What follows belongs to an exercise in optimizing a design on an open flow for a short achievable clock period and few clock cycles; a production flow would make more cautious choices. Only simulation tests tie the RTL to the original design; equivalence was not proved.

try-pepper:
==> flow/design.v <==
module fde_core (
    input  wire        clk,
    input  wire        rst,            
    input  wire [7:0]  key,            
    output wire [7:0]  mem_addr,
    output wire        mem_we,
    output wire [15:0] mem_wdata,
    input  wire [15:0] mem_rdata,
    output reg  [15:0] out_data,
    output reg         out_valid,
    output reg  [15:0] disp_data,
    output reg         disp_data_valid,
    output reg  [15:0] disp_ctrl,
    output reg         disp_ctrl_valid,
    output reg         halted,
    output reg  [1:0]  fault,
    output reg  [15:0] fault_info
);
    localparam [1:0] FAULT_NONE        = 2'd0;
    localparam [1:0] FAULT_INVALID_OP  = 2'd1;
    localparam [1:0] FAULT_ADDR_RANGE  = 2'd3;
    localparam [7:0] OP_NOP = 8'h00, OP_LDA = 8'h01, OP_ADD = 8'h02, OP_SUB = 8'h03,
                     OP_STA = 8'h04, OP_LDI = 8'h05, OP_JMP = 8'h06, OP_JC  = 8'h07,
                     OP_JZ  = 8'h08, OP_SHL = 8'h09, OP_SHR = 8'h0A, OP_KEY = 8'h0B,
                     OP_OUT = 8'h0E, OP_HLT = 8'h0F, OP_PSH = 8'h10, OP_POP = 8'h11,
                     OP_CAL = 8'h12, OP_RET = 8'h13, OP_LSP = 8'h14, OP_DSD = 8'h15,
                     OP_DSC = 8'h16;
    reg [15:0] reg_a;
    reg        carry;
    reg        zero;
    reg [3:0]  sp;
    reg [7:0]  ma;         
    reg        mw;         
    reg [15:0] mwd;        
    reg        pk_fetch;   
    wire [7:0] ma_p1 = ma + 8'd1;
    assign mem_addr  = ma;
    assign mem_we    = mw;
    assign mem_wdata = mwd;
    reg        have;
    reg [7:0]  ir_op;
    reg [7:0]  ir_opd;
    reg [7:0]  nseq;       
    reg [7:0]  nseq_p1;    
    reg d_lda, d_add, d_sub, d_sta, d_psh, d_pop, d_cal, d_ret;
    reg d_ldi, d_key, d_shl, d_shr, d_out, d_dsd, d_dsc, d_lsp, d_hlt, d_bad;
    localparam CL = 5;
    localparam NL = 1 << CL;
    reg [NL-1:0] c_val;
    reg [15:0] pf_word;
    reg        pf_ok;
    wire jx     = have & !halted;                        
    wire j_mem  = d_lda | d_add | d_sub | d_sta | d_psh | d_pop;    
    wire ret_bad = d_ret & (mem_rdata[15:8] != 8'd0);
    wire halting = jx & (d_hlt | d_bad | ret_bad);
    wire [15:0] opb      = mem_rdata;
    wire [16:0] alu_sum  = {1'b0, reg_a} + {1'b0, opb};
    wire [16:0] alu_diff = {1'b0, reg_a} - {1'b0, opb};
    wire [15:0] alu_res  = d_sub ? alu_diff[15:0] : alu_sum[15:0];
    wire        alu_c    = d_sub ? ~alu_diff[16] : alu_sum[16];
    wire        alu_z    = d_sub ? (reg_a == opb)
                                 : ((reg_a ^ opb) == {reg_a[14:0] | opb[14:0], 1'b0});
    reg [15:0] a_aj;
    always @* begin
        a_aj = reg_a;
        if (jx) begin
            if (d_lda | d_pop) a_aj = mem_rdata;
            if (d_add | d_sub) a_aj = alu_res;
            if (d_ldi)         a_aj = {8'd0, ir_opd};
            if (d_key)         a_aj = {8'd0, key};
            if (d_shl)         a_aj = {reg_a[14:0], 1'b0};
            if (d_shr)         a_aj = {1'b0, reg_a[15:1]};
        end
    end
    wire c_aj = (jx & d_shl) ? reg_a[15] : (jx & d_shr) ? reg_a[0] :
                (jx & (d_add | d_sub)) ? alu_c : carry;
    wire z_aj = (jx & d_shl) ? (reg_a[14:0] == 15'd0) :
                (jx & d_shr) ? (reg_a[15:1] == 15'd0) :
                (jx & (d_add | d_sub)) ? alu_z : zero;
    reg [3:0] sp_aj;
    always @* begin
        sp_aj = sp;
        if (jx) begin
            if (d_psh | d_cal) sp_aj = sp + 4'd1;
            if (d_pop | d_ret) sp_aj = sp - 4'd1;
            if (d_lsp)         sp_aj = reg_a[3:0];
        end
    end
    wire        pf_use = pf_ok & !(mw & (ma == nseq));
    wire        n_from_pf = !pk_fetch & have & j_mem & pf_use;
    wire        n_valid = pk_fetch | n_from_pf;
    wire [15:0] n_word  = pk_fetch ? mem_rdata : pf_word;
    wire [7:0]  n_nseq  = pk_fetch ? ma_p1 : nseq_p1;
    wire [7:0]  n_op    = n_word[15:8];
    wire [7:0]  n_opd   = n_word[7:0];
    wire n_lda = (n_op == OP_LDA), n_add = (n_op == OP_ADD), n_sub = (n_op == OP_SUB);
    wire n_sta = (n_op == OP_STA), n_psh = (n_op == OP_PSH), n_pop = (n_op == OP_POP);
    wire n_cal = (n_op == OP_CAL), n_ret = (n_op == OP_RET);
    wire n_jmp = (n_op == OP_JMP), n_jc = (n_op == OP_JC), n_jz = (n_op == OP_JZ);
    wire n_dir  = n_lda | n_add | n_sub | n_sta;
    wire n_push = n_psh | n_cal;
    wire n_popr = n_pop | n_ret;
    wire n_memop = n_dir | n_push | n_popr;
    wire n_taken = n_jmp | (n_jc & c_aj) | (n_jz & z_aj);
    reg [7:0]  ma_n;
    reg        mw_n;
    reg [15:0] mwd_n;
    reg        pk_n;
    always @* begin
        ma_n  = n_nseq;
        mw_n  = 1'b0;
        mwd_n = a_aj;
        pk_n  = 1'b1;
        if (n_valid) begin
            if (n_memop) begin
                pk_n = 1'b0;
                mw_n = n_sta | n_push;
                if (n_dir)       ma_n = n_opd;
                else if (n_push) ma_n = {4'hF, sp_aj};
                else             ma_n = {4'hF, sp_aj - 4'd1};
                if (n_cal) mwd_n = {8'd0, n_nseq};
            end else if (n_taken) begin
                ma_n = n_opd;
            end
        end else begin
            if (d_cal)      ma_n = ir_opd;
            else if (d_ret) ma_n = mem_rdata[7:0];
            else            ma_n = nseq;
        end
        if (halting) mw_n = 1'b0;
    end
    wire [16*NL-1:0] c_words;
    wire [NL-1:0]    c_hit_a, c_hit_b;
    genvar gi;
    generate
        for (gi = 0; gi < NL; gi = gi + 1) begin : line
            reg [15:0]   data;
            reg [7-CL:0] tag;
            wire sel = (ma[CL-1:0] == gi);
            wire upd = mw & c_val[gi] & (tag == ma[7:CL]);
            always @(posedge clk) begin
                if (!rst && !halted && sel && (pk_fetch || upd)) begin
                    data <= pk_fetch ? mem_rdata : mwd;
                    tag  <= ma[7:CL];
                end
            end
            assign c_words[gi*16 +: 16] = data;
            assign c_hit_a[gi] = c_val[gi] & (tag == ma_p1[7:CL]);
            assign c_hit_b[gi] = c_val[gi] & (tag == nseq_p1[7:CL]);
        end
    endgenerate
    wire [CL-1:0] ia = ma_p1[CL-1:0];
    wire [CL-1:0] ib = nseq_p1[CL-1:0];
    wire        hit_a  = c_hit_a[ia];
    wire        hit_b  = c_hit_b[ib];
    wire [15:0] word_a = c_words[ia*16 +: 16];
    wire [15:0] word_b = c_words[ib*16 +: 16];
    always @(posedge clk) begin
        if (rst)
            c_val <= {NL{1'b0}};
        else if (!halted && pk_fetch)
            c_val[ma[CL-1:0]] <= 1'b1;
    end
    always @(posedge clk) begin
        if (rst) begin
            reg_a           <= 16'd0;
            carry           <= 1'b0;
            zero            <= 1'b0;
            sp              <= 4'd0;
            ma              <= 8'd0;
            mw              <= 1'b0;
            mwd             <= 16'd0;
            pk_fetch        <= 1'b1;
            have            <= 1'b0;
            ir_op           <= 8'd0;
            ir_opd          <= 8'd0;
            nseq            <= 8'd0;
            nseq_p1         <= 8'd0;
            {d_lda, d_add, d_sub, d_sta, d_psh, d_pop, d_cal, d_ret} <= 8'd0;
            {d_ldi, d_key, d_shl, d_shr, d_out, d_dsd, d_dsc, d_lsp, d_hlt, d_bad} <= 10'd0;
            pf_word         <= 16'd0;
            pf_ok           <= 1'b0;
            halted          <= 1'b0;
            fault           <= FAULT_NONE;
            fault_info      <= 16'd0;
            out_data        <= 16'd0;
            out_valid       <= 1'b0;
            disp_data       <= 16'd0;
            disp_data_valid <= 1'b0;
            disp_ctrl       <= 16'd0;
            disp_ctrl_valid <= 1'b0;
        end else begin
            out_valid       <= 1'b0;
            disp_data_valid <= 1'b0;
            disp_ctrl_valid <= 1'b0;
            if (halted) begin
                mw <= 1'b0;
            end else begin
                if (jx) begin
                    if (d_lda) reg_a <= mem_rdata;
                    if (d_add | d_sub) begin
                        reg_a <= alu_res;
                        carry <= alu_c;
                        zero  <= alu_z;
                    end
                    if (d_psh | d_cal) sp <= sp + 4'd1;
                    if (d_pop) begin
                        sp    <= sp - 4'd1;
                        reg_a <= mem_rdata;
                    end
                    if (d_ret) begin
                        if (ret_bad) begin
                            halted     <= 1'b1;
                            fault      <= FAULT_ADDR_RANGE;
                            fault_info <= mem_rdata;
                        end else begin
                            sp <= sp - 4'd1;
                        end
                    end
                    if (d_ldi) reg_a <= {8'd0, ir_opd};
                    if (d_key) reg_a <= {8'd0, key};
                    if (d_shl) begin
                        reg_a <= {reg_a[14:0], 1'b0};
                        carry <= reg_a[15];
                        zero  <= (reg_a[14:0] == 15'd0);
                    end
                    if (d_shr) begin
                        reg_a <= {1'b0, reg_a[15:1]};
                        carry <= reg_a[0];
                        zero  <= (reg_a[15:1] == 15'd0);
                    end
                    if (d_out) begin
                        out_data  <= reg_a;
                        out_valid <= 1'b1;
                    end
                    if (d_dsd) begin
                        disp_data       <= reg_a;
                        disp_data_valid <= 1'b1;
                    end
                    if (d_dsc) begin
                        disp_ctrl       <= reg_a;
                        disp_ctrl_valid <= 1'b1;
                    end
                    if (d_lsp) sp <= reg_a[3:0];
                    if (d_hlt) halted <= 1'b1;
                    if (d_bad) begin
                        halted     <= 1'b1;
                        fault      <= FAULT_INVALID_OP;
                        fault_info <= {8'd0, ir_op};
                    end
                end
                ma       <= ma_n;
                mw       <= mw_n;
                mwd      <= mwd_n;
                pk_fetch <= pk_n;
                have     <= n_valid;
                ir_op    <= n_op;
                ir_opd   <= n_opd;
                nseq     <= n_nseq;
                nseq_p1  <= n_nseq + 8'd1;
                d_lda    <= n_lda;
                d_add    <= n_add;
                d_sub    <= n_sub;
                d_sta    <= n_sta;
                d_psh    <= n_psh;
                d_pop    <= n_pop;
                d_cal    <= n_cal;
                d_ret    <= n_ret;
                d_ldi    <= (n_op == OP_LDI);
                d_key    <= (n_op == OP_KEY);
                d_shl    <= (n_op == OP_SHL);
                d_shr    <= (n_op == OP_SHR);
                d_out    <= (n_op == OP_OUT);
                d_dsd    <= (n_op == OP_DSD);
                d_dsc    <= (n_op == OP_DSC);
                d_lsp    <= (n_op == OP_LSP);
                d_hlt    <= (n_op == OP_HLT);
                d_bad    <= (n_op == 8'h0C) | (n_op == 8'h0D) | (n_op > 8'h16);
                if (pk_fetch) begin
                    pf_word <= word_a;
                    pf_ok   <= hit_a;
                end else begin
                    pf_word <= word_b;
                    pf_ok   <= hit_b & !(mw & (ma == nseq_p1));
                end
            end
        end
    end
endmodule
make LEC_CHECK=0 ABC_CLOCK_PERIOD_IN_PS=2500 CAP_MARGIN=20 CORE_MARGIN=2 CORE_UTILIZATION=40 PLACE_DENSITY=0.6 SETUP_SLACK_MARGIN=4.3 SLEW_MARGIN=20 TNS_END_PERCENT=5 finish   # period 7.0 ns
run.sh (not shown) runs the stock make flow with config.mk's settings and CLKGATE_MAP_FILE= SYNTH_SCRIPT=/design/flow/synth_recipe.tcl, a recipe that flattens the netlist after the stock synthesis.
Testbench counts of try-pepper, summed over its fixed seeds: cycles 20,030.
--- input diff try-pepper..try-onyx ---
-- flow/design.v --
<<< try-pepper, line 31
    reg [3:0]  sp;
    reg [7:0]  ma;         
    reg        mw;         
    reg [15:0] mwd;        
    reg        pk_fetch;   
    wire [7:0] ma_p1 = ma + 8'd1;
    assign mem_addr  = ma;
    assign mem_we    = mw;
>>> try-onyx, line 31
    reg [3:0]  sp;
    reg [7:0]  ma;         
    reg [7:0]  ma_p1;      
    reg        mw;         
    reg [15:0] mwd;        
    reg        pk_fetch;   
    assign mem_addr  = ma;
    assign mem_we    = mw;
<<< try-pepper, line 104
    wire n_taken = n_jmp | (n_jc & c_aj) | (n_jz & z_aj);
    reg [7:0]  ma_n;
    reg        mw_n;
    reg [15:0] mwd_n;
>>> try-onyx, line 104
    wire n_taken = n_jmp | (n_jc & c_aj) | (n_jz & z_aj);
    reg [7:0]  ma_n;
    reg [7:0]  ma_p1_n;    
    reg        mw_n;
    reg [15:0] mwd_n;
<<< try-pepper, line 109
    always @* begin
        ma_n  = n_nseq;
        mw_n  = 1'b0;
        mwd_n = a_aj;
>>> try-onyx, line 110
    always @* begin
        ma_n  = n_nseq;
        ma_p1_n = n_nseq + 8'd1;
        mw_n  = 1'b0;
        mwd_n = a_aj;
<<< try-pepper, line 116
                pk_n = 1'b0;
                mw_n = n_sta | n_push;
                if (n_dir)       ma_n = n_opd;
                else if (n_push) ma_n = {4'hF, sp_aj};
                else             ma_n = {4'hF, sp_aj - 4'd1};
                if (n_cal) mwd_n = {8'd0, n_nseq};
            end else if (n_taken) begin
                ma_n = n_opd;
            end
        end else begin
            if (d_cal)      ma_n = ir_opd;
            else if (d_ret) ma_n = mem_rdata[7:0];
            else            ma_n = nseq;
        end
        if (halting) mw_n = 1'b0;
>>> try-onyx, line 118
                pk_n = 1'b0;
                mw_n = n_sta | n_push;
                if (n_dir) begin
                    ma_n = n_opd;          ma_p1_n = n_opd + 8'd1;
                end else if (n_push) begin
                    ma_n = {4'hF, sp_aj};  ma_p1_n = {4'hF, sp_aj + 4'd1};
                end else begin
                    ma_n = {4'hF, sp_aj - 4'd1};  ma_p1_n = {4'hF, sp_aj};
                end
                if (n_cal) mwd_n = {8'd0, n_nseq};
            end else if (n_taken) begin
                ma_n = n_opd;  ma_p1_n = n_opd + 8'd1;
            end
        end else begin
            if (d_cal) begin
                ma_n = ir_opd;  ma_p1_n = ir_opd + 8'd1;
            end else if (d_ret) begin
                ma_n = mem_rdata[7:0];  ma_p1_n = mem_rdata[7:0] + 8'd1;
            end else begin
                ma_n = nseq;  ma_p1_n = nseq_p1;
            end
        end
        if (halting) mw_n = 1'b0;
<<< try-pepper, line 169
            sp              <= 4'd0;
            ma              <= 8'd0;
            mw              <= 1'b0;
            mwd             <= 16'd0;
>>> try-onyx, line 179
            sp              <= 4'd0;
            ma              <= 8'd0;
            ma_p1           <= 8'd1;
            mw              <= 1'b0;
            mwd             <= 16'd0;
<<< try-pepper, line 251
                end
                ma       <= ma_n;
                mw       <= mw_n;
                mwd      <= mwd_n;
>>> try-onyx, line 262
                end
                ma       <= ma_n;
                ma_p1    <= ma_p1_n;
                mw       <= mw_n;
                mwd      <= mwd_n;
==> run notes <==
All of try-pepper and try-onyx finish clean.
Iteration count of the initial detailed-routing pass: try-onyx > try-pepper
Diff try-pepper -> try-onyx: post-synthesis to final-layout area growth down 8.9 points; synthesized instance count up 155; hold slack up 0.0037 ns; met2 usage in global routing down 4.1 points.
Testbench counts of try-onyx, summed over its fixed seeds: cycles 20,030.

[afterwards: timing with drivers on the ports]
Ports are ideal in the flow. The routed layouts listed here were re-timed in OpenROAD.
Step 1: set_driving_cell puts a clkbuf_16 on clk and a buf_2 on each other input, an assumption about the parent block.
Step 2, shift: input delay + t, output delay - t, t = (earliest + latest rising clock arrival at the registers) / 2. This alone moves slack from input paths to output paths.
Slacks: ideal / step 1 / step 2; pairs: ideal / step 1.
run | shift t [ns] | setup slack, ns | worst setup path after step 2 | worst data-port slew with drivers (ns) | cell pins on the clock port's net
try-pepper | 0.742 | 3.547 / 3.561 / 2.819 | input to register | 0.08 | 1
try-onyx | 0.734 | 3.385 / 3.385 / 2.651 | input to register | 0.10 | 1
After both steps setup and hold are still met in every run listed. For try-onyx, which loses most, drivers alone change the setup slack by 0.000 ns; drivers and shift together by -0.734 ns.
